Context: an optimization exercise on an open-source flow, tuned for small area, a short achievable clock period and few clock cycles per item. The choices shown serve that exercise and are no tape-out recipe.
In this exercise RTL edits were held to simulation tests only and were not proved equivalent to the original.
Power figures rest on the tool's default switching activity, not on a simulated workload.

### flow/design.v
module fp32_add (
    input  wire [31:0] a,
    input  wire [31:0] b,
    input  wire        sub,      
    output reg  [31:0] y
);
    wire        sa = a[31];
    wire        sb = b[31] ^ sub;
    wire [7:0]  ea = a[30:23];
    wire [7:0]  eb = b[30:23];
    wire        za = (ea == 8'd0);
    wire        zb = (eb == 8'd0);
    wire [30:0] maga = za ? 31'd0 : a[30:0];
    wire [30:0] magb = zb ? 31'd0 : b[30:0];
    wire        a_big = (maga >= magb);
    wire        s_big = a_big ? sa : sb;
    wire [7:0]  e_big = a_big ? ea : eb;
    wire [7:0]  e_sml = a_big ? eb : ea;
    wire [26:0] m_big = a_big ? (za ? 27'd0 : {1'b1, a[22:0], 3'b000})
                              : (zb ? 27'd0 : {1'b1, b[22:0], 3'b000});
    wire [26:0] m_sml = a_big ? (zb ? 27'd0 : {1'b1, b[22:0], 3'b000})
                              : (za ? 27'd0 : {1'b1, a[22:0], 3'b000});
    wire [7:0]  dexp  = e_big - e_sml;
    wire [53:0] ext   = {m_sml, 27'd0} >> dexp;
    wire [26:0] m_al  = {ext[53:28], ext[27] | (|ext[26:0])};
    wire        eff_sub = sa ^ sb;
    wire [27:0] sum = eff_sub ? ({1'b0, m_big} - {1'b0, m_al})
                              : ({1'b0, m_big} + {1'b0, m_al});
    reg  [4:0]  lz;
    integer     i;
    always @* begin
        lz = 5'd27;
        for (i = 0; i <= 26; i = i + 1)
            if (sum[i]) lz = 5'd26 - i[4:0];
    end
    reg  [26:0] n;
    reg  signed [9:0] e;
    reg  [24:0] mr;
    reg         up;
    reg  signed [9:0] ef;
    always @* begin
        if (sum[27]) begin
            n = {sum[27:2], sum[1] | sum[0]};
            e = $signed({2'b00, e_big}) + 10'sd1;
        end else begin
            n = sum[26:0] << lz;
            e = $signed({2'b00, e_big}) - $signed({5'b00000, lz});
        end
        up = n[2] & (n[1] | n[0] | n[3]);
        mr = {1'b0, n[26:3]} + {24'd0, up};
        ef = mr[24] ? e + 10'sd1 : e;
        if (sum == 28'd0)
            y = {eff_sub ? 1'b0 : s_big, 31'd0};
        else if (ef <= 10'sd0)
            y = {s_big, 31'd0};
        else if (ef >= 10'sd255)
            y = {s_big, 8'hFF, 23'd0};
        else
            y = {s_big, ef[7:0], mr[24] ? mr[23:1] : mr[22:0]};
    end
endmodule
module fp32_mul (
    input  wire [31:0] a,
    input  wire [31:0] b,
    output reg  [31:0] y
);
    wire        s  = a[31] ^ b[31];
    wire [7:0]  ea = a[30:23];
    wire [7:0]  eb = b[30:23];
    wire        z  = (ea == 8'd0) | (eb == 8'd0);
    wire [47:0] p  = {1'b1, a[22:0]} * {1'b1, b[22:0]};
    reg  [23:0] m;
    reg         g, st, up;
    reg  [24:0] mr;
    reg  signed [9:0] e, ef;
    always @* begin
        if (p[47]) begin
            m  = p[47:24];
            g  = p[23];
            st = |p[22:0];
        end else begin
            m  = p[46:23];
            g  = p[22];
            st = |p[21:0];
        end
        e  = $signed({2'b00, ea}) + $signed({2'b00, eb}) - 10'sd127 + (p[47] ? 10'sd1 : 10'sd0);
        up = g & (st | m[0]);
        mr = {1'b0, m} + {24'd0, up};
        ef = mr[24] ? e + 10'sd1 : e;
        if (z || ef <= 10'sd0)
            y = {s, 31'd0};
        else if (ef >= 10'sd255)
            y = {s, 8'hFF, 23'd0};
        else
            y = {s, ef[7:0], mr[24] ? mr[23:1] : mr[22:0]};
    end
endmodule
module fp32_div (
    input  wire        clk,
    input  wire        rst,
    input  wire        start,
    input  wire [31:0] a,
    input  wire [31:0] b,
    output reg         done,
    output reg  [31:0] y
);
    reg         busy;
    reg  [4:0]  cnt;
    reg  [25:0] rem;
    reg  [23:0] dvs;
    reg  [25:0] q;
    reg         s;
    reg         za;
    reg  signed [9:0] e;
    wire [23:0] ma = {1'b1, a[22:0]};
    wire [23:0] mb = {1'b1, b[22:0]};
    wire        a_lt_b = (ma < mb);
    wire [25:0] diff = rem - {2'b00, dvs};
    wire        qbit = ~diff[25];
    wire        st  = (rem != 26'd0);
    wire        up  = q[1] & (q[0] | st | q[2]);
    wire [24:0] mr  = {1'b0, q[25:2]} + {24'd0, up};
    wire signed [9:0] ef = mr[24] ? e + 10'sd1 : e;
    always @(posedge clk) begin
        if (rst) begin
            busy <= 1'b0;
            done <= 1'b0;
            cnt  <= 5'd0;
        end else begin
            done <= 1'b0;
            if (start && !busy) begin
                busy <= 1'b1;
                cnt  <= 5'd0;
                s    <= a[31] ^ b[31];
                za   <= (a[30:23] == 8'd0);
                dvs  <= mb;
                rem  <= a_lt_b ? {1'b0, ma, 1'b0} : {2'b00, ma};
                e    <= $signed({2'b00, a[30:23]}) - $signed({2'b00, b[30:23]}) + 10'sd127
                        - (a_lt_b ? 10'sd1 : 10'sd0);
                q    <= 26'd0;
            end else if (busy) begin
                if (cnt == 5'd26) begin
                    busy <= 1'b0;
                    done <= 1'b1;
                    if (za || ef <= 10'sd0)
                        y <= {s, 31'd0};
                    else if (ef >= 10'sd255)
                        y <= {s, 8'hFF, 23'd0};
                    else
                        y <= {s, ef[7:0], mr[24] ? mr[23:1] : mr[22:0]};
                end else begin
                    q   <= {q[24:0], qbit};
                    rem <= (qbit ? diff : rem) << 1;
                    cnt <= cnt + 5'd1;
                end
            end
        end
    end
endmodule
module u32_to_fp32 (
    input  wire [31:0] a,
    output reg  [31:0] y
);
    reg  [4:0]  p;
    reg  [31:0] n;
    reg  [24:0] mr;
    reg         up;
    integer     i;
    always @* begin
        p = 5'd0;
        for (i = 0; i < 32; i = i + 1)
            if (a[i]) p = i[4:0];
        n  = a << (5'd31 - p);
        up = n[7] & ((|n[6:0]) | n[8]);
        mr = {1'b0, n[31:8]} + {24'd0, up};
        if (a == 32'd0)
            y = 32'd0;
        else if (mr[24])
            y = {1'b0, 8'd128 + {3'd0, p}, mr[23:1]};
        else
            y = {1'b0, 8'd127 + {3'd0, p}, mr[22:0]};
    end
endmodule
module env_bank (
    input  wire        clk,
    input  wire        rst,
    input  wire        cmd_valid,
    output wire        cmd_ready,
    input  wire [2:0]  cmd_op,
    input  wire [1:0]  cmd_env,
    input  wire [31:0] cmd_data,
    output reg         res_valid,
    output reg  [31:0] res_level,
    output reg         res_done
);
    localparam [2:0] OP_ATTACK = 3'd0, OP_DECAY = 3'd1, OP_SUSTAIN = 3'd2,
                     OP_TRIGGER = 3'd3, OP_STOP = 3'd4, OP_AGE = 3'd5,
                     OP_LEVEL = 3'd6, OP_STEP = 3'd7;
    localparam [31:0] F_ZERO     = 32'h00000000;
    localparam [31:0] F_ONE      = 32'h3F800000;   
    localparam [31:0] F_TIME_MIN = 32'h3DCCCCCD;   
    localparam [31:0] F_TS_MS    = 32'h3CFA0000;   
    localparam [31:0] F_THRESH   = 32'h3A83126F;   
    localparam [31:0] F_A_RESET  = 32'h3F800000;   
    localparam [3:0] S_IDLE = 4'd0, S_CVT = 4'd1, S_TMUL = 4'd2, S_AD = 4'd3,
                     S_BR = 4'd4, S_DIV1S = 4'd5, S_DIV1W = 4'd6, S_SUB = 4'd7,
                     S_DIV2S = 4'd8, S_DIV2W = 4'd9, S_OMS = 4'd10, S_MUL2 = 4'd11,
                     S_FIN = 4'd12, S_END = 4'd13;
    reg [31:0] env_a   [0:3];
    reg [31:0] env_d   [0:3];
    reg [31:0] env_s   [0:3];
    reg [31:0] env_age [0:3];
    reg [3:0]  env_act;
    reg [3:0]  state;
    reg [1:0]  cur;
    reg        is_step;
    reg        pass2;
    reg [31:0] ev_age;
    reg [31:0] t, ad, u, v, lvl;
    reg [31:0] lvl_first;
    assign cmd_ready = (state == S_IDLE);
    wire accept = cmd_valid & cmd_ready;
    function automatic [31:0] daz(input [31:0] x);
        daz = (x[30:23] == 8'd0) ? {x[31], 31'd0} : x;
    endfunction
    function automatic flt_lt(input [31:0] p, input [31:0] q);
        reg [31:0] pp, qq;
        begin
            pp = daz(p);
            qq = daz(q);
            if (pp[30:0] == 31'd0 && qq[30:0] == 31'd0)
                flt_lt = 1'b0;
            else if (pp[31] != qq[31])
                flt_lt = pp[31];
            else if (pp[31])
                flt_lt = pp[30:0] > qq[30:0];
            else
                flt_lt = pp[30:0] < qq[30:0];
        end
    endfunction
    wire [31:0] time_clamped = flt_lt(cmd_data, F_TIME_MIN) ? F_TIME_MIN : cmd_data;
    wire [31:0] s_lo         = flt_lt(cmd_data, F_ZERO) ? F_ZERO : cmd_data;
    wire [31:0] s_clamped    = flt_lt(F_ONE, s_lo) ? F_ONE : s_lo;
    wire [31:0] cur_a = env_a[cur];
    wire [31:0] cur_d = env_d[cur];
    wire [31:0] cur_s = env_s[cur];
    wire [31:0] age_next = (ev_age == 32'hFFFFFFFF) ? ev_age : ev_age + 32'd1;
    reg  [31:0] add_a, add_b, mul_a, mul_b, div_a, div_b;
    reg         add_sub, div_start;
    wire [31:0] add_y, mul_y, div_y, cvt_y;
    wire        div_done;
    fp32_add    u_add (.a(add_a), .b(add_b), .sub(add_sub), .y(add_y));
    fp32_mul    u_mul (.a(mul_a), .b(mul_b), .y(mul_y));
    fp32_div    u_div (.clk(clk), .rst(rst), .start(div_start), .a(div_a), .b(div_b),
                       .done(div_done), .y(div_y));
    u32_to_fp32 u_cvt (.a(ev_age), .y(cvt_y));
    always @* begin
        add_a = t;  add_b = cur_a;  add_sub = 1'b0;
        mul_a = t;  mul_b = F_TS_MS;
        div_a = t;  div_b = cur_a;  div_start = 1'b0;
        case (state)
            S_AD:    begin add_a = cur_a; add_b = cur_d; end                  
            S_DIV1S: begin div_a = t; div_b = cur_a; div_start = 1'b1; end   
            S_SUB:   begin add_a = t; add_b = cur_a; add_sub = 1'b1; end     
            S_DIV2S: begin div_a = u; div_b = cur_d; div_start = 1'b1; end   
            S_OMS:   begin add_a = F_ONE; add_b = cur_s; add_sub = 1'b1; end  
            S_MUL2:  begin mul_a = v; mul_b = u; end                         
            S_FIN:   begin add_a = F_ONE; add_b = v; add_sub = 1'b1; end     
            default: ;
        endcase
    end
    wire done_now = ~flt_lt(t, cur_a) & ~flt_lt(F_THRESH, lvl);
    integer k;
    always @(posedge clk) begin
        if (rst) begin
            state     <= S_IDLE;
            res_valid <= 1'b0;
            res_level <= 32'd0;
            res_done  <= 1'b0;
            env_act   <= 4'd0;
            for (k = 0; k < 4; k = k + 1) begin
                env_a[k]   <= F_A_RESET;
                env_d[k]   <= F_TIME_MIN;
                env_s[k]   <= F_ZERO;
                env_age[k] <= 32'd0;
            end
        end else begin
            res_valid <= 1'b0;
            case (state)
                S_IDLE: begin
                    if (accept) begin
                        cur     <= cmd_env;
                        is_step <= (cmd_op == OP_STEP);
                        pass2   <= 1'b0;
                        ev_age  <= env_age[cmd_env];
                        case (cmd_op)
                            OP_ATTACK:  env_a[cmd_env] <= time_clamped;
                            OP_DECAY:   env_d[cmd_env] <= time_clamped;
                            OP_SUSTAIN: env_s[cmd_env] <= s_clamped;
                            OP_TRIGGER: begin
                                env_age[cmd_env] <= 32'd0;
                                env_act[cmd_env] <= 1'b1;
                            end
                            OP_STOP:    env_act[cmd_env] <= 1'b0;
                            OP_AGE:     env_age[cmd_env] <= cmd_data;
                            default: begin   
                                if (env_act[cmd_env]) begin
                                    state <= S_CVT;
                                end else begin
                                    res_valid <= 1'b1;
                                    res_level <= 32'd0;
                                    res_done  <= 1'b1;
                                    if (cmd_op == OP_STEP)
                                        env_age[cmd_env] <= (env_age[cmd_env] == 32'hFFFFFFFF) ?
                                            env_age[cmd_env] : env_age[cmd_env] + 32'd1;
                                end
                            end
                        endcase
                    end
                end
                S_CVT:  begin t <= cvt_y; state <= S_TMUL; end
                S_TMUL: begin t <= mul_y; state <= S_AD; end
                S_AD:   begin ad <= add_y; state <= S_BR; end
                S_BR: begin
                    if (flt_lt(t, cur_a))
                        state <= S_DIV1S;
                    else if (flt_lt(t, ad))
                        state <= S_SUB;
                    else begin
                        lvl   <= cur_s;
                        state <= S_END;
                    end
                end
                S_DIV1S: state <= S_DIV1W;
                S_DIV1W: if (div_done) begin lvl <= div_y; state <= S_END; end
                S_SUB:   begin u <= add_y; state <= S_DIV2S; end
                S_DIV2S: state <= S_DIV2W;
                S_DIV2W: if (div_done) begin u <= div_y; state <= S_OMS; end
                S_OMS:   begin v <= add_y; state <= S_MUL2; end
                S_MUL2:  begin v <= mul_y; state <= S_FIN; end
                S_FIN:   begin lvl <= add_y; state <= S_END; end
                S_END: begin
                    if (is_step && !pass2) begin
                        lvl_first     <= lvl;
                        pass2         <= 1'b1;
                        ev_age        <= age_next;
                        env_age[cur]  <= age_next;
                        state         <= S_CVT;
                    end else begin
                        res_valid <= 1'b1;
                        res_level <= is_step ? lvl_first : lvl;
                        res_done  <= done_now;
                        state     <= S_IDLE;
                    end
                end
                default: state <= S_IDLE;
            endcase
        end
    end
endmodule
### flow/run.sh
#!/bin/bash
# synth_recipe.tcl (not shown) runs the flow's synth.tcl, then flattens the netlist and writes it again
# the make line also repeats each setting of config.mk as NAME=value (left out here)
make -C /OpenROAD-flow-scripts/flow DESIGN_CONFIG=/design/flow/config.mk WORK_HOME=/design/flow/orfs CLKGATE_MAP_FILE= SYNTH_SCRIPT=/design/flow/synth_recipe.tcl finish
### flow/config.mk
export PLATFORM = sky130hd
export DESIGN_NAME = env_bank
export DESIGN_NICKNAME = env_bank
export VERILOG_FILES = /design/flow/design.v
export SDC_FILE = /design/flow/constraint.sdc
export NUM_CORES = 4
export LEC_CHECK = 0
export CAP_MARGIN = 20
export CORE_MARGIN = 2
export CORE_UTILIZATION = 40
export SLEW_MARGIN = 20
### flow/constraint.sdc
create_clock -name core_clock -period 20.0 [get_ports {clk}]
set_input_delay 4.0000 -clock core_clock [delete_from_list [all_inputs] [get_ports {clk}]]
set_output_delay 4.0000 -clock core_clock [all_outputs]
set_load 0.01 [all_outputs]
==> summary.md <==
| Metric | Value |
|---|---|
| Outcome | `timing/DRC/antenna clean` |
| Worst setup timing slack at the placement stage | `1.394 ns` |
| Setup slack of the critical path after layout | `1.117 ns` |
| Area growth, synth to finish | `9.185%` |
| Launching element type of the critical path | `flop` |
| Post-CTS resize count | `0` |
| Final cell utilization of the core | `0.4404` |
| Endpoints failing hold | `0` |
| Slowest cell delay on critical path | `0.72 ns` |
| Buffers and inverters on the worst path | `4` |
| Synth cell types | `128` |
| Part of the cycle the worst path needs | `0.9441` |
| First-pass GRT wire length | `452500 µm` |
| Cts hold-fix bufs | `0` |
| Clock Skew | `0.09405 ns` |
| Half-perimeter wire length of the detailed placement result | `236400 µm` |
| Fmax | `52.96 MHz` |
| Wirelength, routed | `309800 µm` |
| H-Tree Level Count | `3` |
| Count of pins on the block boundary | `75` |
| Detailed Routing Iterations Pass 1 | `9` |
| Post-layout minimum cycle time | `18.88 ns` |
| Arrival time at the worst endpoint | `19.27 ns` |
| WS Path Type | `flop to flop` |
| Average wire length per cell after detail routing | `27.79 µm` |
| Syn Inst Count | `8513` |
| Buffer cell driving the clock tree root | `sky130_fd_sc_hd__clkbuf_16` |
| Setup TNS | `0 ns` |
| Area of the die | `205400 µm²` |
| Static power due to leakage | `35.89 nW` |
| Top flip-flop cell by instance count after synthesis | `sky130_fd_sc_hd__edfxtp_1` |
| Ys async rst share | `0` |
| Die extent in y | `453.2 µm` |
| Aggregate global routing overflow | `0` |
| Largest net degree at the start of global routing | `82` |
| Cell with the largest stage delay on the worst path | `sky130_fd_sc_hd__nor4b_2` |
| Number of antenna violations at the first check in global routing | `11` |
| Insertion delay of the later-clocked pin in the worst-skew pair | `0.77 ns` |
| Cell area power density | `80.37 nW/µm²` |
| Drt via density | `6.085` |
| Clock Path Buffers | `3` |
| Number of nets in the final layout | `9318` |
| Core outline area | `200100 µm²` |
| Number of placement rows | `164` |
| Count of input and output buffers | `74` |
| Max-Slew Margin vs Limit | `0.1710` |
| Effective utilization at floorplan | `0.4034` |
| Final setup fails | `0` |
| Gr usage total | `0.2972` |
| Placer Congestion | `1.028` |
| Number of setup buffers added after CTS | `0` |
| Worst hold-check path type | `flop to flop` |
| Max Cap Violations | `0` |
| Post-detailed-route DRC marker count | `0` |
| Worst slack on hold paths | `0.4240 ns` |
| Number of buffers added by the clock tree synthesis step | `98` |
| Top cell family by delay on the critical path | `compound AO/OA/AOI/OAI gates` |
| Clock edge transition at the registers on the reported setup and hold paths | `0.07 ns` |
| EDFF count, synth | `859` |
| Number of flip-flops and latches in the synthesized netlist | `910` |
| TritonCTS clock tree | `yes` |
| Cell occurring most often along the worst timing path | `sky130_fd_sc_hd__a21o_1` |
| Power, Total | `0.007081 W` |
| Mean post-synth cell area | `9.479 µm²` |
| Post-synthesis sequential area ratio | `0.3323` |
| Top fanout value on the critical path | `51` |
| Setup repair after global routing missed its margin | `false` |
| Vias in the first global route | `66260` |
| Actual slew at the worst max-slew pin | `1.239 ns` |
| Slew Limit Fails | `0` |
| Critical path capture point type | `flop` |
| Starting DRC count in detailed routing | `8111` |
| X dimension of the die | `453.2 µm` |
| Number of warnings reported in the yosys synthesis log | `5` |
| Peak VDD IR | `0.0001356 V` |
| Ratio of cells with drive above 1 in the final layout | `0.08789` |
| Summed instance area of the synthesized netlist | `80700 µm²` |
| Count of nets left with antenna violations after detail routing | `0` |
| Required time at the worst-slack endpoint | `20.39 ns` |
| Number of vias in the routed layout | `67820` |
| Number of sinks on the clock net | `910` |
-- cell usage in the layout, fill, tap and decap left out, types with 137 or more instances in the layout --
cell | synthesis | routed
sky130_fd_sc_hd__mux2i_1 | 192 | 191
sky130_fd_sc_hd__xnor2_1 | 190 | 185
sky130_fd_sc_hd__edfxtp_1 | 859 | 859
sky130_fd_sc_hd__o21ai_0 | 243 | 240
sky130_fd_sc_hd__a21oi_1 | 353 | 350
sky130_fd_sc_hd__buf_4 | 15 | 226
sky130_fd_sc_hd__fa_1 | 487 | 487
sky130_fd_sc_hd__ha_1 | 385 | 385
sky130_fd_sc_hd__nor2_1 | 886 | 873
sky130_fd_sc_hd__mux4_2 | 137 | 137
sky130_fd_sc_hd__nand2_1 | 1054 | 1053
sky130_fd_sc_hd__and2_1 | 175 | 177
sky130_fd_sc_hd__nor3_1 | 140 | 137
sky130_fd_sc_hd__and3_1 | 240 | 240
sky130_fd_sc_hd__inv_1 | 818 | 818
-- metal layers --
metal	up-vias	routed length [µm]	global-route usage
li1	29800	-	-
met2	3520	139000	0.4666
met4	0	19280	0.1516
met3	825	28570	0.06687
met1	33670	122900	0.3841
met5	-	0	0
-- sequential cells by signal, summed over array words and instances (netlist names), 2 cells and up, named ones only --
name	cells
ad	32
cur	2
env_a	128
env_age	128
env_d	128
env_s	128
ev_age	32
lvl	32
lvl_first	32
res_level	32
state	4
t	32
u	32
u_div.cnt	5
u_div.dvs	23
u_div.e	10
u_div.q	26
u_div.rem	26
u_div.y	32
v	32
-- cell families after synthesis --
kind of cell               synth area share
AOI/OAI and AO/OA                    0.1343
xor gates and xnor gates            0.03592
adders and majority gates            0.1806
buffers and inverters               0.06548
DFF                                  0.3323
muxes                               0.07293
other                            0.00004647
and+or+nand+nor                      0.1784
-- final cells by class --
class                           count  area [µm²]
Multi-Input combinational cell   6266       49000
Clock buffer                      123        2556
Inverter                          825        3097
Clock inverter                     59       770.7
Fill cell                       19170      112000
Tap cell                         2656        3323
Timing Repair Buffer              305        2535
Antenna cell                        2       5.005
Sequential cell                   910       26820
-- report_power, final --
part | internal (W) | switching (W)
registers | 0.00221 | 0.0000234
clock network | 0.00111 | 0.000813
logic | 0.000860 | 0.00207
-- Yosys cell counts, types with 20 or more instances --
cell type	count	area, µm²
sky130_fd_sc_hd__mux2i_1	192	1922
sky130_fd_sc_hd__a21oi_1	353	1767
sky130_fd_sc_hd__nand3_1	124	620.6
sky130_fd_sc_hd__a21o_1	92	690.7
sky130_fd_sc_hd__nor4_1	56	350.3
sky130_fd_sc_hd__or4_1	20	150.1
sky130_fd_sc_hd__nor2b_1	58	362.9
sky130_fd_sc_hd__xnor2_1	190	1664
sky130_fd_sc_hd__and2_1	175	1095
sky130_fd_sc_hd__xor2_1	136	1191
sky130_fd_sc_hd__mux4_2	137	3085
sky130_fd_sc_hd__a31oi_1	44	275.3
sky130_fd_sc_hd__buf_2	50	250.2
sky130_fd_sc_hd__nor3_1	140	700.7
sky130_fd_sc_hd__o21bai_1	37	277.8
sky130_fd_sc_hd__edfxtp_1	859	25790
sky130_fd_sc_hd__o32ai_1	50	437.9
sky130_fd_sc_hd__a221oi_1	44	385.4
sky130_fd_sc_hd__and3_1	240	1501
sky130_fd_sc_hd__o211ai_1	45	337.8
sky130_fd_sc_hd__nand2_1	1054	3956
sky130_fd_sc_hd__o31ai_1	77	578.1
sky130_fd_sc_hd__or2_2	25	156.4
sky130_fd_sc_hd__fa_1	487	9749
sky130_fd_sc_hd__inv_1	818	3070
sky130_fd_sc_hd__o221ai_1	26	227.7
sky130_fd_sc_hd__or3_1	35	219.0
sky130_fd_sc_hd__a221o_1	25	250.2
sky130_fd_sc_hd__nand4_1	79	494.2
sky130_fd_sc_hd__clkbuf_1	410	1539
sky130_fd_sc_hd__ha_1	385	4817
sky130_fd_sc_hd__dfxtp_1	51	1021
sky130_fd_sc_hd__o22ai_1	68	425.4
sky130_fd_sc_hd__a211oi_1	63	473.0
sky130_fd_sc_hd__a22oi_1	114	855.8
sky130_fd_sc_hd__nor2_1	886	3326
sky130_fd_sc_hd__nand2b_1	88	550.5
sky130_fd_sc_hd__o21a_1	27	202.7
sky130_fd_sc_hd__mux2_2	73	822.0
sky130_fd_sc_hd__o21ai_0	243	1216
sky130_fd_sc_hd__buf_1	34	127.6
-- through the flow --
stage	instance area [µm²]	std cells
after global placement	84600	10960
after CTS	88040	11140
after detailed placement	84710	10960
final	88110	11150
after floorplan	80740	8524
after global routing	88100	11140
-- worst paths after layout --
check	start	endpoint	slack, ns	cells past startpoint
min	u_div.s$_DFFE_PP_	u_div.y[31]$_DFFE_PP_	0.42	0
max	state[1]$_SDFFE_PP0P_	v[15]$_DFFE_PP_	1.12	62
min reg2reg	u_div.s$_DFFE_PP_	u_div.y[31]$_DFFE_PP_	0.42	0
max reg2reg	state[1]$_SDFFE_PP0P_	v[15]$_DFFE_PP_	1.12	62
Testbench counts, summed over its fixed seeds: cycles 1,407,646, items 19,200.

[separate check: timing with driven ports]
The results above use ideal ports. As a check the final layout listed here was re-extracted and re-timed, cells and wires unchanged.
Step 1: set_driving_cell puts a clkbuf_16 on clk and a buf_2 on each other input, an assumption about the parent block.
Step 2 moves the port delays by t, midway between the first and last clock arrival at a register: inputs arrive t later, outputs are due t later. That takes back most of the time a late clock gives input paths.
Three values: ideal ports, drivers, drivers and shift; two values: the first two.
shift t [ns]: 0.793
setup slack, ns: 1.117 / 1.117 / 1.117
clock arrival spread, ns: 0.094 / 0.094
After both steps this run still meets setup and hold. For this run, drivers alone change the setup slack by 0.000 ns; drivers and shift together by 0.000 ns.
